From an optimization exercise on the open Yosys and OpenROAD flow, aimed at small area, a short achievable clock period and few clock cycles per item; shortcuts taken in it are not production practice.
In this exercise RTL edits were held to simulation tests only and were not proved equivalent to the original.
Power is estimated from default activity; no workload was simulated.

`flow/design.v`:
```
module bpd_lookup #(
    parameter [31:0] DD_WINDOW_MS_RESET = 32'd30000
) (
    input  wire        clk,
    input  wire        rst,          
    input  wire        cmd_valid,
    output wire        cmd_ready,
    input  wire [63:0] cmd,
    input  wire [31:0] now,
    output wire        rsp_valid,
    input  wire        rsp_ready,
    output wire [7:0]  rsp_st,
    output wire [31:0] rsp_rv
);
    localparam DD_SLOTS = 8;
    localparam RT_SIZE  = 64;
    localparam QD       = 4;         
    localparam [7:0] OP_NOP    = 8'h00;
    localparam [7:0] OP_CSRRD  = 8'h01;
    localparam [7:0] OP_CSRWR  = 8'h02;
    localparam [7:0] OP_NEXTID = 8'h04;
    localparam [7:0] OP_RTLKUP = 8'h20;
    localparam [7:0] OP_RTSET  = 8'h21;
    localparam [7:0] OP_RTCLR  = 8'h22;
    localparam [7:0] OP_DDCHK  = 8'h40;
    localparam [7:0] OP_DDREC  = 8'h41;
    localparam [7:0] OP_DDRD   = 8'h42;
    localparam [7:0] ST_OK         = 8'h00;
    localparam [7:0] ST_DUPLICATE  = 8'h13;
    localparam [7:0] ST_NO_ROUTE   = 8'h14;
    localparam [7:0] ST_ILLEGAL_OP = 8'hE0;
    localparam [7:0] ST_BAD_ARG    = 8'hE1;
    localparam [15:0] CSR_DD_WINDOW_MS = 16'h0006;
    localparam [15:0] CSR_ID_CTR       = 16'h0015;
    localparam [15:0] CSR_DD_PTR       = 16'h0016;
    localparam [15:0] CSR_NOW          = 16'h0018;
    reg [15:0] rt       [0:RT_SIZE-1];
    reg        clr;              
    reg [2:0]  clr_g;            
    reg [DD_SLOTS-1:0] dd_v;
    reg [15:0] dd_origin[0:DD_SLOTS-1];
    reg [15:0] dd_id    [0:DD_SLOTS-1];
    reg [31:0] dd_stamp [0:DD_SLOTS-1];
    reg [2:0]  dd_ptr;
    reg [DD_SLOTS-1:0] dd_p1;    
    reg [15:0] id_ctr;
    reg [31:0] dd_window;
    reg          rdy_q;          
    reg          v1;             
    reg          v2;             
    reg [QD-1:0] qv;             
    reg [7:0]    q_st [0:QD-1];
    reg [31:0]   q_rv [0:QD-1];
    assign cmd_ready = rdy_q;
    assign rsp_valid = qv[0];
    assign rsp_st    = q_st[0];
    assign rsp_rv    = q_rv[0];
    wire acc = cmd_valid & rdy_q;        
    wire tk  = qv[0] & rsp_ready;        
    wire [7:0]  i_op = cmd[63:56];
    wire        i_legal = (cmd[55:48] == 8'h00);
    wire [15:0] i_a  = cmd[47:32];
    reg [15:0] c_a;
    reg [15:0] c_b;
    reg [15:0] c_ulo;            
    reg        c_b16;            
    reg [31:0] c_now;
    reg f_ill, f_csrrd, f_csrwr, f_nextid, f_rtlkup, f_rtset, f_rtclr,
        f_ddchk, f_ddrec, f_ddrd;
    reg a_win, a_id, a_ptr, a_now, a_lt64, a_lt8, a_zero, a_hi;
    reg [7:0] r_g, w_g, k8;
    wire [7:0] i_g8 = 8'd1 << i_a[5:3];
    always @(posedge clk) begin
        c_a      <= i_a;
        c_b      <= cmd[15:0];
        {c_b16, c_ulo} <= {1'b0, now[15:0]} - {1'b0, dd_window[15:0]};
        c_now    <= now;
        f_ill    <= ~i_legal
                  | ~(i_op == OP_NOP    || i_op == OP_CSRRD  || i_op == OP_CSRWR
                   || i_op == OP_NEXTID || i_op == OP_RTLKUP || i_op == OP_RTSET
                   || i_op == OP_RTCLR  || i_op == OP_DDCHK  || i_op == OP_DDREC
                   || i_op == OP_DDRD);
        f_csrrd  <= i_legal & (i_op == OP_CSRRD);
        f_csrwr  <= i_legal & (i_op == OP_CSRWR);
        f_nextid <= i_legal & (i_op == OP_NEXTID);
        f_rtlkup <= i_legal & (i_op == OP_RTLKUP);
        f_rtset  <= i_legal & (i_op == OP_RTSET);
        f_rtclr  <= i_legal & (i_op == OP_RTCLR);
        f_ddchk  <= i_legal & (i_op == OP_DDCHK);
        f_ddrec  <= i_legal & (i_op == OP_DDREC);
        f_ddrd   <= i_legal & (i_op == OP_DDRD);
        a_win    <= (i_a == CSR_DD_WINDOW_MS);
        a_id     <= (i_a == CSR_ID_CTR);
        a_ptr    <= (i_a == CSR_DD_PTR);
        a_now    <= (i_a == CSR_NOW);
        a_lt64   <= (i_a[15:6] == 10'd0);
        a_lt8    <= (i_a[15:3] == 13'd0);
        a_zero   <= (i_a == 16'd0);
        a_hi     <= (i_a[15:4] == 12'hFFF);
        r_g      <= (i_legal & (i_op == OP_RTLKUP) & (i_a[15:6] == 10'd0)
                     & (i_a != 16'd0)) ? i_g8 : 8'd0;
        w_g      <= (i_legal & (i_op == OP_RTSET) & (i_a[15:6] == 10'd0))
                     ? i_g8 : 8'd0;
        k8       <= 8'd1 << i_a[2:0];
    end
    function automatic ge32(input [31:0] x, input [31:0] y);
        reg [31:0] g, p;
        integer l, n;
        begin
            g = x & ~y;
            p = x | ~y;
            for (l = 1; l < 32; l = l * 2)
                for (n = 31; n >= 0; n = n - 1)
                    if (n % (2 * l) == 2 * l - 1) begin
                        g[n] = g[n] | (p[n] & g[n - l]);
                        p[n] = p[n] & p[n - l];
                    end
            ge32 = g[31] | p[31];
        end
    endfunction
    function automatic ge16(input [15:0] x, input [15:0] y);
        reg [15:0] g, p;
        integer l, n;
        begin
            g = x & ~y;
            p = x | ~y;
            for (l = 1; l < 16; l = l * 2)
                for (n = 15; n >= 0; n = n - 1)
                    if (n % (2 * l) == 2 * l - 1) begin
                        g[n] = g[n] | (p[n] & g[n - l]);
                        p[n] = p[n] & p[n - l];
                    end
            ge16 = g[15] | p[15];
        end
    endfunction
    wire [15:0] u_hi;
    wire        u_neg;
    assign {u_neg, u_hi} = {1'b0, c_now[31:16]} - {1'b0, dd_window[31:16]}
                         - {16'd0, c_b16};
    reg [DD_SLOTS-1:0] lo;
    reg [DD_SLOTS-1:0] ma, mb;
    reg                c1, kv;
    integer i;
    always @(*) begin
        for (i = 0; i < DD_SLOTS; i = i + 1) begin
            c1    = ge32(c_now, dd_stamp[i]);
            kv    = dd_v[i] && dd_origin[i] == c_a && dd_id[i] == c_b[15:0];
            lo[i] = ge16(dd_stamp[i][15:0], c_ulo);
            ma[i] = kv & c1 & u_neg;
            mb[i] = kv & (c1 | u_neg);
        end
    end
    reg  [15:0] rt_h;
    integer e;
    always @(*) begin
        rt_h   = 16'h0000;
        for (e = 0; e < RT_SIZE; e = e + 1) begin
            rt_h   = rt_h | ({16{r_g[e / 8] & k8[e % 8]}} & rt[e]);
        end
    end
    wire [2:0]  sel   = c_a[2:0];
    wire        rd_ok = f_ddrd & a_lt8 & (c_b[1:0] != 2'd3) & |(dd_v & k8);
    reg  [31:0] rd_io, rd_st;
    always @(*) begin
        rd_io = 32'd0;
        rd_st = 32'd0;
        for (i = 0; i < DD_SLOTS; i = i + 1) begin
            rd_io = rd_io | ({32{k8[i]}} & {dd_id[i], dd_origin[i]});
            rd_st = rd_st | ({32{k8[i]}} & dd_stamp[i]);
        end
    end
    wire s_bad = (f_csrrd & ~(a_win | a_id | a_ptr | a_now))
               | (f_csrwr & ~a_win)
               | (f_rtset & ~a_lt64)
               | (f_ddrd & ~(a_lt8 & (c_b[1:0] != 2'd3)));
    wire s_rt   = f_rtlkup & a_lt64 & ~a_zero;
    wire s_nort = f_rtlkup & (a_zero | (~a_lt64 & ~a_hi));
    wire [31:0] rv2 =
          ({32{f_csrrd & a_win}}             & dd_window)
        | ({32{(f_csrrd & a_id) | f_nextid}} & {16'd0, id_ctr})
        | ({32{(f_csrrd & a_ptr) | f_ddrec}} & {29'd0, dd_ptr})
        | ({32{f_csrrd & a_now}}             & c_now)
        | {16'd0, rt_h}
        | ({32{f_rtlkup & a_hi}}             & {16'd0, c_a})
        | ({32{rd_ok & (c_b[1:0] == 2'd0)}}  & 32'd1)
        | ({32{rd_ok & (c_b[1:0] == 2'd1)}}  & rd_io)
        | ({32{rd_ok & (c_b[1:0] == 2'd2)}}  & rd_st);
    reg                p_ill, p_bad, p_nort, p_rt, p_chk;
    reg [DD_SLOTS-1:0] p_ma, p_mb;
    reg [15:0]         p_uhi;
    reg [DD_SLOTS-1:0] p_lo;
    reg [31:0]         p_rv;
    always @(posedge clk) begin
        p_ill  <= f_ill;
        p_bad  <= s_bad;
        p_nort <= s_nort;
        p_rt   <= s_rt;
        p_chk  <= f_ddchk;
        p_ma   <= ma;
        p_mb   <= mb;
        p_uhi  <= u_hi;
        p_lo   <= lo;
        p_rv   <= rv2;
    end
    always @(posedge clk) begin
        if (rst)
            dd_window <= DD_WINDOW_MS_RESET;
        else if (acc && i_legal && i_op == OP_CSRWR && i_a == CSR_DD_WINDOW_MS)
            dd_window <= cmd[31:0];
    end
    always @(posedge clk) begin
        if (rst) begin
            dd_v      <= {DD_SLOTS{1'b0}};
            dd_ptr    <= 3'd0;
            dd_p1     <= {{(DD_SLOTS-1){1'b0}}, 1'b1};
            id_ctr    <= 16'd0;
        end else if (v1) begin
            if (f_nextid)         id_ctr <= id_ctr + 16'd1;
            if (f_ddrec) begin
                dd_v   <= dd_v | dd_p1;
                dd_ptr <= dd_ptr + 3'd1;
                dd_p1  <= {dd_p1[DD_SLOTS-2:0], dd_p1[DD_SLOTS-1]};
            end
        end
    end
    wire       clr_n   = rst | (v1 & f_rtclr) | (clr & (clr_g != 3'd7));
    wire [2:0] clr_g_n = (rst | (v1 & f_rtclr)) ? 3'd0 : clr_g + 3'd1;
    always @(posedge clk) begin
        clr   <= clr_n;
        clr_g <= clr_g_n;
    end
    always @(posedge clk) begin
        for (e = 0; e < RT_SIZE; e = e + 1)
            if ((v1 && w_g[e / 8] && k8[e % 8]) || (clr && clr_g == e / 8))
                rt[e] <= clr ? 16'h0000 : c_b[15:0];
        for (i = 0; i < DD_SLOTS; i = i + 1)
            if (v1 && f_ddrec && dd_p1[i]) begin
                dd_origin[i] <= c_a;
                dd_id[i]     <= c_b[15:0];
                dd_stamp[i]  <= c_now;
            end
    end
    reg [DD_SLOTS-1:0] m;
    reg                le;
    always @(*) begin
        for (i = 0; i < DD_SLOTS; i = i + 1) begin
            le   = (dd_stamp[i][31:16] > p_uhi)
                 | ((dd_stamp[i][31:16] == p_uhi) & p_lo[i]);
            m[i] = p_ma[i] | (p_mb[i] & le);
        end
    end
    wire       hit = p_chk & (|m);
    reg  [2:0] hit_idx;
    always @(*) begin
        hit_idx = 3'd0;
        for (i = DD_SLOTS - 1; i >= 0; i = i - 1)
            if (m[i]) hit_idx = i[2:0];
    end
    wire [7:0] r_st =
          p_ill  ? ST_ILLEGAL_OP
        : p_bad  ? ST_BAD_ARG
        : (p_nort | (p_rt & (p_rv[15:0] == 16'h0000))) ? ST_NO_ROUTE
        : hit    ? ST_DUPLICATE
        :          ST_OK;
    wire [31:0] r_rv = {p_rv[31:3], p_rv[2:0] | (hit ? hit_idx : 3'd0)};
    wire [QD-1:0] qs   = tk ? {1'b0, qv[QD-1:1]} : qv;
    wire [QD-1:0] qv_n = v2 ? {qs[QD-2:0], 1'b1} : qs;
    wire          rdy_n = ~qv_n[QD-1] & ~(qv_n[QD-2] & (v1 | acc))
                        & ~(qv_n[QD-3] & v1 & acc)
                        & ~(acc & i_legal & (i_op == OP_RTCLR))
                        & ~(clr_n & (clr_g_n != 3'd7));
    always @(posedge clk) begin
        if (rst) begin
            v1    <= 1'b0;
            v2    <= 1'b0;
            qv    <= {QD{1'b0}};
            rdy_q <= 1'b0;
        end else begin
            v1    <= acc;
            v2    <= v1;
            qv    <= qv_n;
            rdy_q <= rdy_n;
        end
    end
    integer j;
    always @(posedge clk) begin
        for (j = 0; j < QD; j = j + 1) begin
            if (rst && j == 0) begin
                q_st[j] <= 8'd0;
                q_rv[j] <= 32'd0;
            end else if (v2 && !qs[j] && (j == 0 || qs[j > 0 ? j - 1 : 0])) begin
                q_st[j] <= r_st;
                q_rv[j] <= r_rv;
            end else if (tk && j < QD - 1) begin
                q_st[j] <= q_st[j < QD - 1 ? j + 1 : j];
                q_rv[j] <= q_rv[j < QD - 1 ? j + 1 : j];
            end
        end
    end
endmodule
```
`flow/flow/run.sh`:
```
#!/bin/bash
set -euo pipefail
cd "$(dirname "$0")/.."
bash standard.sh SETUP_SLACK_MARGIN=7 finish > flow_make.log 2>&1
```
`flow/standard.sh`:
```
#!/bin/bash
# synth_recipe.tcl (not shown) runs the flow's synth.tcl, then flattens the netlist and writes it again
# the make line also repeats each setting of config.mk as NAME=value (left out here)
make -C /OpenROAD-flow-scripts/flow DESIGN_CONFIG=/design/flow/config.mk WORK_HOME=/design/flow/orfs CLKGATE_MAP_FILE= SYNTH_SCRIPT=/design/flow/synth_recipe.tcl "${@:-finish}"
```
`flow/config.mk`:
```
export PLATFORM = sky130hd
export DESIGN_NAME = bpd_lookup
export DESIGN_NICKNAME = bpd_lookup
export VERILOG_FILES = /design/flow/design.v
export SDC_FILE = /design/flow/constraint.sdc
export NUM_CORES = 4
export LEC_CHECK = 0
export CAP_MARGIN = 20
export CORE_MARGIN = 2
export CORE_UTILIZATION = 60
export CTS_CLUSTER_DIAMETER = 80
export CTS_CLUSTER_SIZE = 20
export SLEW_MARGIN = 20
export TNS_END_PERCENT = 0
```
`flow/constraint.sdc`:
```
create_clock -name core_clock -period 10.0 [get_ports {clk}]
set_input_delay 2.0000 -clock core_clock [delete_from_list [all_inputs] [get_ports {clk}]]
set_output_delay 2.0000 -clock core_clock [all_outputs]
set_load 0.01 [all_outputs]
```
==> results of run 1 <==
cells by family (layout without fill, tap and decap cells):
logic type                 after synthesis  after routing  share of synthesized area [%]
muxes                                   59             59                         0.8006
other                                    1             53                       0.004519
xor gates and xnor gates               296            296                          3.124
adders and majority gates              301            301                          4.247
and+or+nand+nor                       1216           1217                          7.530
buffers and inverters                  609            876                          2.783
AOI/OAI and AO/OA                     1561           1562                          14.31
DFF                                   1962           1962                          67.20
how the worst min path moves through the flow:
stage                       end  slack, ns  depth (start not counted)
after floorplan           p_chk       0.31                          0
after global placement    p_chk       0.32                          0
after detailed placement  p_chk       0.31                          0
after CTS                 p_chk       0.33                          0
after global routing      p_chk       0.35                          0
final                     p_chk       0.33                          0
timing repair:
item / 4_1_cts / 5_1_grt
pin swaps: 44 / 59
buffers inserted: 43 / 55
endpoints found under the hold margin: 0 / 0
resized for setup: 235 / 145
hold buffers: 0 / 0
gates cloned: 3 / 4
setup endpoints to repair: 404 / 680
area by class of cell:
type	count	area [um2]
Fill cell	9798	44470
Antenna cell	52	130.1
Sequential cell	1962	55860
Multi-Input combinational cell	3436	26250
Timing Repair Buffer	446	3960
Inverter	243	999.7
Clock inverter	24	345.3
Clock buffer	163	3057
Tap cell	1794	2245
critical path, cell delays in order (launching register included):
cell and delay (ns):
dfxtp_1 0.54, and2_1 0.49, buf_4 0.31, a222oi_1 1.10, nand4_1 0.24, nor3_2 0.63, nand3_1 0.28
cell usage after synthesis, drive strengths merged (62+ instances only):
master,count
nand4,188
and2,87
clkbuf,318
o22ai,62
nand3,146
xnor2,192
a222oi,72
maj3,116
nor2b,74
inv,236
a22oi,384
a21o,107
nor2,175
nand2,299
xor2,104
a21oi,163
ha,182
edfxtp,1647
o21ai,93
a22o,208
dfxtp,315
a221oi,213
per-stage QoR:
stage	utilization (%)	power [mW]	instances
2_1_floorplan	-	9.750	6005
3_3_place_gp	63.38	10.25	7773
3_5_place_dp	63.39	10.26	7774
4_1_cts	66.67	15.03	8007
5_1_grt	67.58	15.43	8101
6_report	67.62	15.20	8120
sequential cells by signal, summed over array words and instances (netlist names), 8 cells and up:
signal / cells
q_rv: 128
p_ma: 8
c_now: 32
c_a: 16
id_ctr: 16
dd_p1: 8
dd_origin: 128
c_ulo: 16
p_mb: 8
k8: 8
dd_v: 8
w_g: 8
dd_stamp: 256
dd_id: 128
r_g: 8
dd_window: 32
c_b: 16
rt: 1024
p_rv: 32
p_uhi: 16
p_lo: 8
q_st: 20
power breakdown:
part,switching [mW],internal (mW),leakage [nW]
logic,0.782,0.343,12.5
registers,0.125,8.98,18.8
clock network,2.80,2.17,1.63
layer usage:
| layer | global-route usage, % | part of all wire [%] |
|---|---|---|
| met2 | 66.24 | 41 |
| met4 | 33.11 | 8.6 |
| met3 | 17.93 | 16 |
| met5 | 0 | 0.083 |
| met1 | 62.39 | 34 |
==> impl_results.md, run 1 <==
* Status: no timing/DRC/antenna violations
* Least-Margin Pin Slew at 1.483 ns
* Leak Pwr at 32.91 nW
* Total Negative Setup Slacks at 0 ns
* RSZ-0062 raised after global routing: yes
* CTS tree: done
* Clock Skew at 0.06534 ns
* RR Endpoint: p_rv[5]
* Crit path kind: flop to flop
* Synthesized flop and latch total at 1,962
* Synth unique cells at 82
* DR pass1 iterations at 13
* VDD IR max at 203.5 uV
* Die area at 141,300 um2
* Yosys top cell area share at 59.60%
* Worst slack, placed at 4.997 ns
* Worst Path Arrival at 4.41 ns
* Avg Vias per Cell at 7.640
* Worst EP required at 10.59 ns
* Design area at 92,850 um2
* Cell Area, Synth at 82,980 um2
* Detailed Route Iter0 Violations at 12,330
* Core area at 137,300 um2
* Commonest cells after routing, fill and taps aside: edfxtp_1, a22oi_1, nand2_1
* Syn Nets at 6,290
* Hold Crit Start: f_ddchk
* Global-route wire length before repair at 460.8 mm
* Leading cell type in the layout, fill and taps excluded: edfxtp_1
* H-Tree Depth at 3
* Max Freq at 0.2618 GHz
* Routed WL per cell at 42.49 um
* Main synth FF type: edfxtp_1
* Worst hold path class: flop to flop
* Setup Viol. Count Final at 0
* Initial core utilization at 60.43%
* End point of the critical path: p_rv[5]
* Share of cells above drive strength 1 at 13.31%
* Reg-to-reg startpoint: r_g[4]
* Startpoint Class: flop
* DP Wirelength at 222.0 mm
* R2R depth at 6
* Remaining global-route overflow at 0
* EDFF count, synth at 1,647
* CTS root buf: clkbuf_16
* Ys Warns at 7
* Routed wire length at 345.1 mm
* P per Cell Area at 163.7 nW/um2
* Final RePlAce weighted congestion at 1.019
* Final Critical Period at 3.819 ns
* Clk sink count at 1,962
* CP Max Fanout at 9
* Num ports at 142
* Vias in the first global route at 55,750
* Synthesized area per cell at 13.82 um2
* Largest net degree at the start of global routing at 65
* Final ANT Viol Nets at 0
* Slew headroom at 1.132%
* Sequential share of the synthesized area at 67.20%
* Reg2reg setup slack at 6.18 ns
* DP Area at 87,040 um2
* Clock Latency Late Sink at 0.82 ns
* Die X at 375.9 um
* Post-route DRC at 0
* Synth top area cells: edfxtp_1, dfxtp_1, a22oi_1
* # rows at 136
* CTS clk-pin slew, worst paths at 0.09 ns
* Routed via count at 62,040
* Number of max-cap violations at 0
* Buffers on Ports at 140
* TritonCTS Buffers at 114
* Total Routing Usage GR at 47.81%
* Yosys top cell by area: edfxtp_1
* Die Y at 375.9 um
* Fin nets at 6,488
* Clock Path Buffers at 3
* Tightest hold margin at 0.3335 ns
* Crit end category: flop
* Asr flop ratio synth at 0%
* Hold Violations, Final at 0
* Fin worst setup slack at 6.181 ns
* Syn-to-layout area delta at 11.89%
* Initial antenna violation count at 44
* Crit path from: r_g[4]
* Final slew viol count at 0
* Mapped Cells at 6,005
* Final period utilization at 38.19%
Testbench counts, summed over its fixed seeds: cycles 24,080, commands 24,000.
==> run 2, diff against run 1 <==
--- a/flow/design.v
+++ b/flow/design.v
@@ -14,7 +14,7 @@
 );
     localparam DD_SLOTS = 8;
     localparam RT_SIZE  = 64;
-    localparam QD       = 4;         
+    localparam QT       = 3;         
     localparam [7:0] OP_NOP    = 8'h00;
     localparam [7:0] OP_CSRRD  = 8'h01;
     localparam [7:0] OP_CSRWR  = 8'h02;
@@ -48,15 +48,19 @@
     reg          rdy_q;          
     reg          v1;             
     reg          v2;             
-    reg [QD-1:0] qv;             
-    reg [7:0]    q_st [0:QD-1];
-    reg [31:0]   q_rv [0:QD-1];
+    reg          hv;             
+    reg [7:0]    h_st;           
+    reg [31:0]   h_rv;
+    reg [7:0]    t_st [0:QT-1];  
+    reg [31:0]   t_rv [0:QT-1];
+    reg [QT-1:0] t_rd, t_wr;     
+    reg [1:0]    t_n;            
     assign cmd_ready = rdy_q;
-    assign rsp_valid = qv[0];
-    assign rsp_st    = q_st[0];
-    assign rsp_rv    = q_rv[0];
+    assign rsp_valid = hv;
+    assign rsp_st    = h_st;
+    assign rsp_rv    = h_rv;
     wire acc = cmd_valid & rdy_q;        
-    wire tk  = qv[0] & rsp_ready;        
+    wire tk  = hv & rsp_ready;           
     wire [7:0]  i_op = cmd[63:56];
     wire        i_legal = (cmd[55:48] == 8'h00);
     wire [15:0] i_a  = cmd[47:32];
@@ -263,38 +267,58 @@
         : hit    ? ST_DUPLICATE
         :          ST_OK;
     wire [31:0] r_rv = {p_rv[31:3], p_rv[2:0] | (hit ? hit_idx : 3'd0)};
-    wire [QD-1:0] qs   = tk ? {1'b0, qv[QD-1:1]} : qv;
-    wire [QD-1:0] qv_n = v2 ? {qs[QD-2:0], 1'b1} : qs;
-    wire          rdy_n = ~qv_n[QD-1] & ~(qv_n[QD-2] & (v1 | acc))
-                        & ~(qv_n[QD-3] & v1 & acc)
+    wire          h_ld   = ~hv | tk;
+    wire          t_any  = (t_n != 2'd0);
+    wire          t_pop  = h_ld & t_any;
+    wire          t_push = v2 & ~(h_ld & ~t_any);
+    wire          hv_n   = ~h_ld | t_any | v2;
+    wire [1:0]    t_n_n  = t_n + {1'b0, t_push} - {1'b0, t_pop};
+    wire [2:0]    q_n    = {2'b00, hv_n} + {1'b0, t_n_n};
+    wire          rdy_n = (q_n + {2'b00, v1} + {2'b00, acc} <= 3'd3)
                         & ~(acc & i_legal & (i_op == OP_RTCLR))
                         & ~(clr_n & (clr_g_n != 3'd7));
     always @(posedge clk) begin
         if (rst) begin
             v1    <= 1'b0;
             v2    <= 1'b0;
-            qv    <= {QD{1'b0}};
+            hv    <= 1'b0;
+            t_n   <= 2'd0;
+            t_rd  <= {{(QT-1){1'b0}}, 1'b1};
+            t_wr  <= {{(QT-1){1'b0}}, 1'b1};
             rdy_q <= 1'b0;
         end else begin
             v1    <= acc;
             v2    <= v1;
-            qv    <= qv_n;
+            hv    <= hv_n;
+            t_n   <= t_n_n;
+            if (t_pop)  t_rd <= {t_rd[QT-2:0], t_rd[QT-1]};
+            if (t_push) t_wr <= {t_wr[QT-2:0], t_wr[QT-1]};
             rdy_q <= rdy_n;
         end
     end
+    reg [7:0]  tr_st;
+    reg [31:0] tr_rv;
     integer j;
+    always @(*) begin
+        tr_st = 8'd0;
+        tr_rv = 32'd0;
+        for (j = 0; j < QT; j = j + 1) begin
+            tr_st = tr_st | ({8{t_rd[j]}} & t_st[j]);
+            tr_rv = tr_rv | ({32{t_rd[j]}} & t_rv[j]);
+        end
+    end
     always @(posedge clk) begin
-        for (j = 0; j < QD; j = j + 1) begin
-            if (rst && j == 0) begin
-                q_st[j] <= 8'd0;
-                q_rv[j] <= 32'd0;
-            end else if (v2 && !qs[j] && (j == 0 || qs[j > 0 ? j - 1 : 0])) begin
-                q_st[j] <= r_st;
-                q_rv[j] <= r_rv;
-            end else if (tk && j < QD - 1) begin
-                q_st[j] <= q_st[j < QD - 1 ? j + 1 : j];
-                q_rv[j] <= q_rv[j < QD - 1 ? j + 1 : j];
-            end
+        if (rst) begin
+            h_st <= 8'd0;
+            h_rv <= 32'd0;
+        end else if (h_ld) begin
+            h_st <= t_any ? tr_st : r_st;
+            h_rv <= t_any ? tr_rv : r_rv;
         end
+        for (j = 0; j < QT; j = j + 1)
+            if (t_push && t_wr[j]) begin
+                t_st[j] <= r_st;
+                t_rv[j] <= r_rv;
+            end
     end
 endmodule
==> impl_results.md, run 2 <==
* Status: no timing/DRC/antenna violations
* Worst EP required at 10.65 ns (+0.06 ns)
* Clk sink count at 1,967 (+0.25%)
* Num ports at 142 (unchanged)
* Synth unique cells at 81 (-1.2%)
* Main synth FF type: edfxtp_1
* Fill cells at 9,890 (+0.94%)
* Register area at 55,970 um2 (+0.19%)
* Met3 usage at 19.46% (+1.5 points)
* Sequential share of the synthesized area at 67.34% (+0.14 points)
* Crit end category: flop
* Worst hold path class: flop to flop
* DR pass1 iterations at 9 (-4)
* XOR/XNOR Fraction of Synth Area at 3.157% (+0.033 points)
* EDFF count, synth at 1,647 (unchanged)
* Ys Warns at 7 (unchanged)
* P per Cell Area at 172.5 nW/um2 (+5.4%)
* Synth Area in Simple Gates at 7.757% (+0.23 points)
* Asr flop ratio synth at 0% (unchanged)
* Leak Pwr at 30.75 nW (-6.6%)
* Complex-gate fraction of the synthesized area at 14.62% (+0.31 points)
* Startpoint Class: flop
* Total Negative Setup Slacks at 0 ns (unchanged)
* H-Tree Depth at 3 (unchanged)
* Clock Latency Late Sink at 0.86 ns (+0.04 ns)
* Largest net degree at the start of global routing at 69 (+6.2%)
* Initial core utilization at 60.41% (about the same)
* Final RePlAce weighted congestion at 1.028 (+0.87%)
* Synth top area cells: edfxtp_1, dfxtp_1, a22oi_1
* DP Area at 86,920 um2 (-0.15%)
* Top Usage Layer GRT: met2
* Hold Violations, Final at 0 (unchanged)
* Synthesized flop and latch total at 1,967 (+0.25%)
* Slew headroom at 14.08% (+13 points)
* # rows at 136 (unchanged)
* Synthesized area per cell at 13.81 um2 (about the same)
* CP Max Fanout at 42 (+33)
* Yosys top cell area share at 59.62% (about the same)
* TritonCTS Buffers at 116 (+1.8%)
* Share of cells above drive strength 1 at 11.65% (-1.7 points)
* Fin nets at 6,458 (-0.46%)
* VDD IR max at 195.6 uV (-3.9%)
* Commonest cells after routing, fill and taps aside: edfxtp_1, a22oi_1, dfxtp_1
* DP Wirelength at 220.6 mm (-0.64%)
* Die area at 141,200 um2 (about the same)
* Met2 Use GR at 65.62% (-0.62 points)
* Max Freq at 0.2491 GHz (-4.9%)
* Main combinational cell family by area after synthesis: compound AO/OA/AOI/OAI gates
* Adder-cell area share of the yosys netlist at 4.477% (+0.23 points)
* Detailed Route Iter0 Violations at 12,870 (+4.4%)
* Final slew viol count at 0 (unchanged)
* Global-route wire length before repair at 459.9 mm (-0.20%)
* Largest regs: rt x1024, dd_stamp x256
* CP Cell Sequence: buf_8, and2_1, buf_4, a22o_1, a221oi_1, nand4_1, nor3_1, nand3_1
* Setup Viol. Count Final at 0 (unchanged)
* GR Layer Usage met1 at 62.93% (+0.54 points)
* Most frequent cells after synthesis: edfxtp_1, a22oi_1, dfxtp_1, clkbuf_1, nand2_1
* CTS clk-pin slew, worst paths at 0.09 ns (about the same)
* Routed wire length at 342.7 mm (-0.68%)
* Leading cell type in the layout, fill and taps excluded: edfxtp_1
* Top reg by flops: rt
* Final period utilization at 40.15% (+2.0 points)
* Die X at 375.8 um (about the same)
* Least-Margin Pin Slew at 1.277 ns (-0.2060 ns)
* CTS tree: done
* Avg Vias per Cell at 7.661 (+0.28%)
* Final Critical Period at 4.015 ns (+0.1954 ns)
* Syn-to-layout area delta at 11.27%
* Remaining global-route overflow at 0 (unchanged)
* Crit path kind: flop to flop
* Design area at 92,300 um2 (-0.59%)
* Cell Area, Synth at 82,950 um2 (about the same)
* Total Routing Usage GR at 47.81% (about the same)
* Final ANT Viol Nets at 0 (unchanged)
* Clock Path Buffers at 3 (unchanged)
* Crit-path max cell delay at 0.96 ns (-0.14 ns)
* Routed WL per cell at 42.39 um (-0.23%)
* DP Cell Count at 7,761 (-0.17%)
* Mapped Cells at 6,006 (+0.017%)
* Number of max-cap violations at 0 (unchanged)
* Post-synthesis mux area share at 0% (-0.80 points)
* Crit-path slowest cell: a221oi_1
* Most frequent cell after synthesis: edfxtp_1
* CTS root buf: clkbuf_16
* Post-route DRC at 0 (unchanged)
* Syn Nets at 6,296 (+0.095%)
* Worst Path Arrival at 4.67 ns (+0.26 ns)
* Util after Layout at 67.22% (-0.40 points)
* Vias in the first global route at 55,320 (-0.77%)
* Routed via count at 61,930 (-0.16%)
* Post-route insts no fill at 8,084 (-0.44%)
* Core area at 137,300 um2 (unchanged)
* Tightest hold margin at 0.3198 ns (-0.01367 ns)
* RSZ-0062 raised after global routing: yes
* Clock Skew at 0.09238 ns (+0.02703 ns)
* Multi-input logic area at 26,090 um2 (-0.63%)
* Die Y at 375.8 um (about the same)
* Yosys top cell by area: edfxtp_1
* Initial antenna violation count at 39 (-11%)
* Max reg flops at 1,024 (unchanged)
* Buffers on Ports at 140 (unchanged)
-- run 2: cell types whose count changed in the layout (fill, tap and decap cells not counted), moves of 27 or more --
| cell | change |
|---|---|
| a222oi_1 | +28 |
| buf_4 | -30 |
| a311oi_1 | -35 |
| a21oi_1 | +58 |
| o211ai_1 | +38 |
| xnor2_1 | +29 |
| mux2_2 | -59 |
| nand3_1 | -42 |
| xor2_1 | -27 |
-- run 2: final cells by class --
cell class,count,area share [%]
diodes,47,0.1274
clock buffers,165,3.401
clock inverters,28,0.3972
inverters,218,0.9773
multi-input cells,3460,28.26
flip-flops and latches,1967,60.63
well taps,1794,2.432
repair buffers,403,3.752
repair inverters,2,0.01627
-- run 2: repair_timing --
| item | CTS | global route |
|---|---|---|
| hold endpoints to repair | 0 | 0 |
| gates resized for setup | 271 | 102 |
| endpoints found under the setup margin | 621 | 574 |
| gates cloned | 5 | 2 |
| hold buffers | 0 | 0 |
| pin swaps | 60 | 39 |
| setup buffers | 53 | 19 |
-- run 2: cell families after synthesis --
kind of cell	count (synthesis)
compound gates	1604
simple gates	1235
flops	1967
other cells	1
buf+inv	581
fa+ha+maj	319
xor+xnor	299
-- run 2: metal layers --
layer  routed length (um)  part of all wire, %
met4                27910                  8.1
met1               117000                   34
met2               139300                   41
met3                58120                   17
met5                  350                 0.10
-- run 2: worst paths after layout --
path	end	from	slack (ns)	cells after the start
setup / recovery	p_rv[2]	k8[7]	5.99	8
hold / removal	p_chk	f_ddchk	0.32	0
setup reg to reg	p_rv[2]	k8[7]	5.99	8
hold reg to reg	p_chk	f_ddchk	0.32	0
-- run 2: per-stage QoR --
step | power [mW] | setup slack [ns]
finish | 15.93 | 5.985
detailed placement | 10.93 | 4.426
floorplan | 10.24 | 5.707
global route | 16.24 | 6.294
CTS | 15.78 | 6.421
global placement | 10.90 | 4.507
-- run 2: where the power goes --
part           switching (mW)  internal, mW
registers               0.210          9.09
clock network            2.83          2.23
logic                    1.02         0.541
-- run 2: worst max-delay path: cells and delay by family, from the launching register on --
family / cells / cell delay, ns
buffers and inverters: 2 / 0.58
DFF: 1 / 0.46
and+or+nand+nor: 4 / 1.51
AOI/OAI and AO/OA: 2 / 1.22
Testbench counts of run 2, summed over its fixed seeds: cycles 24,080, commands 24,000.
==> run 3, diff against run 2 <==
--- a/flow/config.mk
+++ b/flow/config.mk
@@ -7,7 +7,7 @@
 export LEC_CHECK = 0
 export CAP_MARGIN = 20
 export CORE_MARGIN = 2
-export CORE_UTILIZATION = 60
+export CORE_UTILIZATION = 50
 export CTS_CLUSTER_DIAMETER = 80
 export CTS_CLUSTER_SIZE = 20
 export SLEW_MARGIN = 20
==> impl_results.md, run 3 <==
* Status: no timing/DRC/antenna violations
* Final period utilization at 38.60% (-1.5 points)
* Post-route insts no fill at 8,485 (+5.0%)
* Crit path from: k8[3]
* Core area at 164,800 um2 (+20%)
* Share of cells above drive strength 1 at 11.94% (+0.29 points)
* RR Endpoint: p_rv[3]
* Clock Path Buffers at 3 (unchanged)
* Met3 usage at 13.46% (-6.0 points)
* Worst EP required at 10.60 ns (-0.05 ns)
* CTS root buf: clkbuf_16
* Top reg by flops: rt
* Yosys top cell by area: edfxtp_1
* Detailed Route Iter0 Violations at 11,700 (-9.2%)
* Final RePlAce weighted congestion at 1.008 (-2.0%)
* Clk sink count at 1,967 (unchanged)
* Die area at 169,200 um2 (+20%)
* Crit end category: flop
* Slew headroom at 18.11% (+4.0 points)
* Num ports at 142 (unchanged)
* Die X at 411.3 um (+9.4%)
* Synthesized flop and latch total at 1,967 (unchanged)
* Synth top area cells: edfxtp_1, dfxtp_1, a22oi_1
* Fin nets at 6,462 (+0.062%)
* Global-route wire length before repair at 468.9 mm (+2.0%)
* Startpoint Class: flop
* Leading cell type in the layout, fill and taps excluded: edfxtp_1
* Commonest cells after routing, fill and taps aside: edfxtp_1, a22oi_1, dfxtp_1
* CP Max Fanout at 33 (-21%)
* Most frequent cells after synthesis: edfxtp_1, a22oi_1, dfxtp_1, clkbuf_1, nand2_1
* Worst Path Arrival at 4.46 ns (-0.21 ns)
* Remaining global-route overflow at 0 (unchanged)
* TritonCTS Buffers at 120 (+3.4%)
* P per Cell Area at 173.9 nW/um2 (+0.80%)
* Vias in the first global route at 55,030 (-0.52%)
* DP Cell Count at 8,155 (+5.1%)
* Largest net degree at the start of global routing at 69 (unchanged)
* Most frequent cell after synthesis: edfxtp_1
* CTS tree: done
* Mapped Cells at 6,006 (unchanged)
* Largest regs: rt x1024, dd_stamp x256
* Reg2reg setup slack at 6.14 ns (+0.15 ns)
* DP Area at 87,420 um2 (+0.58%)
* Clock Latency Late Sink at 0.84 ns (-0.02 ns)
* R2R depth at 7 (-1)
* Final ANT Viol Nets at 0 (unchanged)
* Yosys top cell area share at 59.62% (unchanged)
* Routed wire length at 351.5 mm (+2.6%)
* CTS clk-pin slew, worst paths at 0.09 ns (about the same)
* Final slew viol count at 0 (unchanged)
* Main synth FF type: edfxtp_1
* EDFF count, synth at 1,647 (unchanged)
* GR Layer Usage met1 at 54.33% (-8.6 points)
* Die Y at 411.3 um (+9.4%)
* Sequential share of the synthesized area at 67.34% (unchanged)
* Cell Area, Synth at 82,950 um2 (unchanged)
* Post-route DRC at 0 (unchanged)
* Max Freq at 0.2591 GHz (+4.0%)
* Total Negative Setup Slacks at 0 ns (unchanged)
* Reg-to-reg startpoint: k8[3]
* Crit path kind: flop to flop
* Routed via count at 60,670 (-2.0%)
* Buffers on Ports at 140 (unchanged)
* Avg Vias per Cell at 7.150 (-6.7%)
* DR pass1 iterations at 10 (+1)
* Final Critical Period at 3.860 ns (-0.1547 ns)
* # rows at 149 (+9.6%)
* Initial antenna violation count at 46 (+18%)
* Syn Nets at 6,296 (unchanged)
* Max reg flops at 1,024 (unchanged)
* Routed WL per cell at 41.43 um (-2.3%)
* Worst hold path class: flop to flop
* Asr flop ratio synth at 0% (unchanged)
* Syn-to-layout area delta at 12.00%
* Synth unique cells at 81 (unchanged)
* Leak Pwr at 30.70 nW (-0.15%)
* Hold Violations, Final at 0 (unchanged)
* Fill cells at 13,430 (+36%)
* Setup Viol. Count Final at 0 (unchanged)
* End point of the critical path: p_rv[3]
* Least-Margin Pin Slew at 1.197 ns (-0.07965 ns)
* Design area at 92,900 um2 (+0.65%)
* Initial core utilization at 50.33% (-10 points)
* VDD IR max at 168.4 uV (-14%)
* Number of max-cap violations at 0 (unchanged)
* Clock Skew at 0.05587 ns (-0.03650 ns)
* Total Routing Usage GR at 40.51% (-7.3 points)
* H-Tree Depth at 3 (unchanged)
* Ys Warns at 7 (unchanged)
* Worst slack, placed at 4.602 ns (+0.1762 ns)
* RSZ-0062 raised after global routing: yes
* Number of hold buffers added after CTS at 0 (unchanged)
* Met2 Use GR at 57.89% (-7.7 points)
* Fin worst setup slack at 6.140 ns (+0.1547 ns)
* DP Wirelength at 227.1 mm (+2.9%)
* Top Usage Layer GRT: met2
* Synthesized area per cell at 13.81 um2 (unchanged)
run 3: cell counts after synthesis:
No cell type changed its count.
run 3: worst min path at each step:
| stage | depth (start not counted) | to | slack [ns] | from |
|---|---|---|---|---|
| final | 0 | p_ill | 0.35 | f_ill |
| after floorplan | 0 | p_chk | 0.31 | f_ddchk |
| after detailed placement | 0 | p_ill | 0.33 | f_ill |
| after global placement | 0 | p_ill | 0.32 | f_ill |
| after global routing | 0 | p_ill | 0.37 | f_ill |
| after CTS | 0 | p_ill | 0.36 | f_ill |
run 3: area by class of cell:
type | count | area, um2 | area share (%)
inverter | 218 | 919.6 | 0.9899
clock buffer | 166 | 3248 | 3.496
antenna | 47 | 117.6 | 0.1266
multi-input combinational | 3459 | 25940 | 27.92
clock inverter | 33 | 480.5 | 0.5172
sequential | 1967 | 55970 | 60.25
tap | 2189 | 2739 | 2.948
timing repair buffer | 402 | 3457 | 3.721
timing repair inverter | 4 | 30.03 | 0.03232
run 3: per-layer routing:
| metal | wire, um | up-vias |
|---|---|---|
| li1 | - | 24080 |
| met4 | 24120 | 32 |
| met2 | 147500 | 5026 |
| met5 | 464 | - |
| met1 | 128100 | 30500 |
| met3 | 51260 | 1027 |
run 3: cell families (layout without fill, tap and decap cells):
logic type	count (synthesis)	in the layout	synth area share (%)
fa+ha+maj	319	319	4.477
other cells	1	48	0.004521
flops	1967	1967	67.34
simple gates	1235	1236	7.757
buf+inv	581	823	2.643
xor+xnor	299	299	3.157
compound gates	1604	1604	14.62
run 3: power breakdown:
group / total [mW] / switching (mW) / internal (mW)
logic: 1.60 / 1.06 / 0.543
registers: 9.28 / 0.186 / 9.09
clock network: 5.28 / 2.92 / 2.36
run 3: worst max-delay path, stage by stage, from the launching register on:
cell	delay, ns
dfxtp_4	0.56
and2_2	0.49
buf_4	0.32
a22o_1	0.25
a221oi_1	0.37
nand4_1	0.52
nor4_1	0.76
nand3_1	0.34
run 3: what timing repair did:
item / 4_1_cts / 5_1_grt
buffers inserted: 48 / 27
resized for setup: 198 / 123
pin swaps: 40 / 60
endpoints found under the setup margin: 315 / 254
cloned: 4 / 4
run 3: per-stage QoR:
step | util (%) | hold WS (ns) | power (mW)
finish | 56.37 | 0.3495 | 16.16
global placement | 53.04 | 0.3192 | 10.94
global route | 56.35 | 0.3657 | 16.52
floorplan | - | 0.3096 | 10.24
CTS | 55.86 | 0.3597 | 16.07
detailed placement | 53.04 | 0.3286 | 10.96
==> run 4, diff against run 3 <==
--- a/flow/design.v
+++ b/flow/design.v
@@ -154,12 +154,16 @@
             mb[i] = kv & (c1 | u_neg);
         end
     end
-    reg  [15:0] rt_h;
+    reg  [15:0] rt_h0, rt_h1;    
     integer e;
     always @(*) begin
-        rt_h   = 16'h0000;
+        rt_h0  = 16'h0000;
+        rt_h1  = 16'h0000;
         for (e = 0; e < RT_SIZE; e = e + 1) begin
-            rt_h   = rt_h | ({16{r_g[e / 8] & k8[e % 8]}} & rt[e]);
+            if (e < RT_SIZE / 2)
+                rt_h0 = rt_h0 | ({16{r_g[e / 8] & k8[e % 8]}} & rt[e]);
+            else
+                rt_h1 = rt_h1 | ({16{r_g[e / 8] & k8[e % 8]}} & rt[e]);
         end
     end
     wire [2:0]  sel   = c_a[2:0];
@@ -184,7 +188,6 @@
         | ({32{(f_csrrd & a_id) | f_nextid}} & {16'd0, id_ctr})
         | ({32{(f_csrrd & a_ptr) | f_ddrec}} & {29'd0, dd_ptr})
         | ({32{f_csrrd & a_now}}             & c_now)
-        | {16'd0, rt_h}
         | ({32{f_rtlkup & a_hi}}             & {16'd0, c_a})
         | ({32{rd_ok & (c_b[1:0] == 2'd0)}}  & 32'd1)
         | ({32{rd_ok & (c_b[1:0] == 2'd1)}}  & rd_io)
@@ -194,6 +197,7 @@
     reg [15:0]         p_uhi;
     reg [DD_SLOTS-1:0] p_lo;
     reg [31:0]         p_rv;
+    reg [15:0]         p_h0, p_h1;   
     always @(posedge clk) begin
         p_ill  <= f_ill;
         p_bad  <= s_bad;
@@ -205,6 +209,8 @@
         p_uhi  <= u_hi;
         p_lo   <= lo;
         p_rv   <= rv2;
+        p_h0   <= rt_h0;
+        p_h1   <= rt_h1;
     end
     always @(posedge clk) begin
         if (rst)
@@ -260,13 +266,15 @@
         for (i = DD_SLOTS - 1; i >= 0; i = i - 1)
             if (m[i]) hit_idx = i[2:0];
     end
+    wire [15:0] p_h = p_h0 | p_h1;      
     wire [7:0] r_st =
           p_ill  ? ST_ILLEGAL_OP
         : p_bad  ? ST_BAD_ARG
-        : (p_nort | (p_rt & (p_rv[15:0] == 16'h0000))) ? ST_NO_ROUTE
+        : (p_nort | (p_rt & (p_h == 16'h0000))) ? ST_NO_ROUTE
         : hit    ? ST_DUPLICATE
         :          ST_OK;
-    wire [31:0] r_rv = {p_rv[31:3], p_rv[2:0] | (hit ? hit_idx : 3'd0)};
+    wire [31:0] r_rv = {p_rv[31:16], p_rv[15:3] | p_h[15:3],
+                        p_rv[2:0] | p_h[2:0] | (hit ? hit_idx : 3'd0)};
     wire          h_ld   = ~hv | tk;
     wire          t_any  = (t_n != 2'd0);
     wire          t_pop  = h_ld & t_any;
==> impl_results.md, run 4 <==
* Number of hold buffers added after CTS at 0 (unchanged)
* Worst hold path class: flop to flop
* Leak Pwr at 33.06 nW (+7.7%)
* End point of the critical path: p_lo[2]
* Flop pwr share at 57.7% (+0.3 points)
* Leading cell type in the layout, fill and taps excluded: edfxtp_1
* Routed WL per cell at 36.11 um (-13%)
* Clock Skew at 0.04779 ns (-0.008084 ns)
* Yosys top cell by area: edfxtp_1
* Initial core utilization at 50.28% (-0.060 points)
* Crit path from: c_ulo[7]
* VDD IR max at 155.5 uV (-7.7%)
* Synthesized flop and latch total at 1,999 (+1.6%)
* Syn-to-layout area delta at 11.79%
* Routed wire length at 310.4 mm (-12%)
* Mapped Cells at 6,092 (+1.4%)
* Die area at 171,100 um2 (+1.1%)
* Number of max-cap violations at 0 (unchanged)
* Synth top area cells: edfxtp_1, dfxtp_1, a22oi_1
* EDFF count, synth at 1,647 (unchanged)
* H-Tree Depth at 3 (unchanged)
* Num ports at 142 (unchanged)
* Final slew viol count at 0 (unchanged)
* Main synth FF type: edfxtp_1
* Final period utilization at 35.73% (-2.9 points)
* Clk sink count at 1,999 (+1.6%)
* Die X at 413.6 um (+0.55%)
* Routed via count at 58,380 (-3.8%)
* Commonest cells after routing, fill and taps aside: edfxtp_1, a22oi_1, nand2_1
* Worst EP required at 10.67 ns (+0.07 ns)
* Final RePlAce weighted congestion at 0.9626 (-4.5%)
* CTS clk-pin slew, worst paths at 0.08 ns (about the same)
* Cell Area, Synth at 83,880 um2 (+1.1%)
* Final ANT Viol Nets at 0 (unchanged)
* Net load switching power at 4.100 mW (-1.5%)
* Worst slack, placed at 4.196 ns (-0.4061 ns)
* Max reg flops at 1,024 (unchanged)
* Startpoint Class: flop
* Syn Nets at 6,382 (+1.4%)
* Largest regs: rt x1024, dd_stamp x256
* Total Routing Usage GR at 35.71% (-4.8 points)
* Most frequent cells after synthesis: edfxtp_1, a22oi_1, dfxtp_1, nand2_1, clkbuf_1
* Post-route insts no fill at 8,594 (+1.3%)
* Int Power at 12.12 mW (+1.0%)
* Register area at 56,610 um2 (+1.1%)
* Core area at 166,800 um2 (+1.2%)
* Max Freq at 0.2799 GHz (+8.0%)
* Vias in the first global route at 54,690 (-0.60%)
* RSZ-0062 raised after global routing: yes
* Synth unique cells at 83 (+2.5%)
* Yosys top cell area share at 58.96% (-0.66 points)
* Total power at 16.22 mW (+0.37%)
* Share of cells above drive strength 1 at 11.04% (-0.89 points)
* Clock Path Buffers at 3 (unchanged)
* Global-route wire length before repair at 429.6 mm (-8.4%)
* CTS tree: done
* Die Y at 413.6 um (+0.55%)
* Reg2reg setup slack at 6.43 ns (+0.29 ns)
* Detailed Route Iter0 Violations at 8,521 (-27%)
* Final Critical Period at 3.573 ns (-0.2873 ns)
* P per Cell Area at 172.9 nW/um2 (-0.56%)
* DP Wirelength at 201.9 mm (-11%)
* Avg Vias per Cell at 6.793 (-5.0%)
* Crit path kind: flop to flop
* Slew headroom at 17.27% (-0.84 points)
* Clock Latency Late Sink at 0.82 ns (-0.02 ns)
* Fin nets at 6,570 (+1.7%)
* Synthesized area per cell at 13.77 um2 (-0.31%)
* Hold Violations, Final at 0 (unchanged)
* Multi-input logic area at 26,040 um2 (+0.39%)
* Fin worst setup slack at 6.427 ns (+0.2873 ns)
* Least-Margin Pin Slew at 1.241 ns (+0.04352 ns)
* Crit end category: flop
* TritonCTS Buffers at 119 (-0.83%)
* Ys Warns at 7 (unchanged)
* DR pass1 iterations at 8 (-2)
* Reg-to-reg startpoint: c_ulo[7]
* Combinational group share of total power at 9.7% (-0.2 points)
* # rows at 150 (+0.67%)
* Buffers on Ports at 140 (unchanged)
* DP Cell Count at 8,254 (+1.2%)
* Sequential share of the synthesized area at 67.36% (about the same)
* Status: no timing/DRC/antenna violations
* Top reg by flops: rt
* Clk pwr share at 32.5% (-0.2 points)
* Post-route DRC at 0 (unchanged)
* Tightest hold margin at 0.4491 ns (+0.09966 ns)
* Total Negative Setup Slacks at 0 ns (unchanged)
* R2R depth at 11 (+4)
* Largest net degree at the start of global routing at 76 (+10%)
* Asr flop ratio synth at 0% (unchanged)
* CP Max Fanout at 12 (-64%)
* Initial antenna violation count at 27 (-41%)
* RR Endpoint: p_lo[2]
* Fill cells at 13,640 (+1.6%)
* Worst Path Arrival at 4.24 ns (-0.22 ns)
* Setup Viol. Count Final at 0 (unchanged)
* Switching share of power at 25.28% (-0.48 points)
* Most frequent cell after synthesis: edfxtp_1
* Remaining global-route overflow at 0 (unchanged)
* CTS root buf: clkbuf_16
==> run 4: changes by cell type after synthesis, sizes merged, moves of 32 or more <==
cell    delta
nand4     +33
a21oi     -48
a221oi    -95
or3       +34
dfxtp     +32
nand2     +46
a22oi    +217
nor3      -33
nand2b    -34
a22o      -75
==> run 4: per-stage QoR <==
step / utilization [%] / cell area [um2]
finish: 56.20 / 93770
global route: 56.20 / 93760
floorplan: - / 83950
global placement: 52.88 / 88230
CTS: 55.90 / 93260
detailed placement: 52.89 / 88240
==> run 4: timing repair <==
item	CTS	global route
gates resized for setup	231	77
endpoints found under the setup margin	317	284
setup buffers	79	25
pin swaps	49	44
gates cloned	4	0
==> run 4: cell families (layout without fill, tap and decap cells) <==
group | Yosys count | in the layout | share of synthesized area, %
simple gates | 1255 | 1258 | 7.782
fa+ha+maj | 331 | 331 | 4.591
compound gates | 1621 | 1621 | 14.48
buf+inv | 586 | 875 | 2.660
xor+xnor | 297 | 297 | 3.101
other cells | 1 | 7 | 0.004471
mux | 2 | 2 | 0.02387
flops | 1999 | 1999 | 67.36
==> run 4: final cells by class <==
| class | instances | area share (%) |
|---|---|---|
| clock buffers | 197 | 3.621 |
| flip-flops and latches | 1999 | 60.37 |
| repair buffers | 422 | 3.932 |
| clock inverters | 28 | 0.3402 |
| multi-input cells | 3510 | 27.77 |
| diodes | 6 | 0.01601 |
| inverters | 228 | 1.011 |
| well taps | 2204 | 2.941 |
==> run 4: worst min-delay path by stage <==
stage | start | to | slack [ns] | cells after the start
floorplan | f_ddchk | p_chk | 0.31 | 0
global placement | t_wr[0] | t_wr[0] | 0.44 | 1
global route | h_rv[23] | h_rv[23] | 0.48 | 2
CTS | h_st[2] | h_st[2] | 0.45 | 2
detailed placement | h_st[2] | h_st[2] | 0.44 | 2
finish | h_rv[23] | h_rv[23] | 0.45 | 2
==> run 4: metal layers <==
layer  vias up  track usage, %  routed length, um
li1      24330               -                  -
met1     29570           47.81             117500
met2      3711           56.00             142100
met3       735           6.426              31520
met4        28           18.18              19050
met5         -               0                178
==> run 4: critical path: stages (launching register included) <==
cell	delay, ns
dfxtp_2	0.55
nand2_1	0.29
o22ai_1	0.20
nor2_1	0.08
a311oi_1	0.27
o21ai_1	0.11
a22oi_1	0.21
nand2_1	0.20
maj3_1	0.41
maj3_1	0.39
maj3_1	0.38
maj3_1	0.36
==> run 4: power groups by stage <==
stage	Sequential, mW	Clock, mW	Combinational [mW]
after floorplan	9.48	0	0.873
after global placement	9.55	0	1.49
after detailed placement	9.55	0	1.50
after CTS	9.36	5.28	1.55
after global routing	9.38	5.56	1.68
final	9.36	5.27	1.58
Testbench counts of run 4, summed over its fixed seeds: cycles 24,080, commands 24,000.

-- port drivers added, routing unchanged --
How much do the figures lean on ideal ports? The routed layouts below were timed once more, with nothing changed but the port constraints. Step 1 sets driving cells, clkbuf_16 on the clock port and buf_2 on the other inputs (assumed; they add their load-dependent delay and slew). Step 2 also shifts input and output timing later by t, the mid clock arrival at the registers, as if the neighbouring blocks saw the same clock. a / b / c = ideal / step 1 / step 2; a / b = the first two.
run	shift t [ns]	setup slack, ns	slew at the worst register clock pin (ns)
run 1	0.877	6.181 / 6.181 / 5.712	0.10 / 0.10
run 2	0.891	5.985 / 5.985 / 5.533	0.09 / 0.09
run 3	0.891	6.140 / 6.140 / 5.559	0.09 / 0.09
run 4	0.889	6.427 / 6.404 / 5.644	0.10 / 0.10
After both steps setup and hold are still met in every run listed. The setup slack of run 4, which loses most, moves by -0.023 ns with the drivers and by -0.783 ns with both steps.
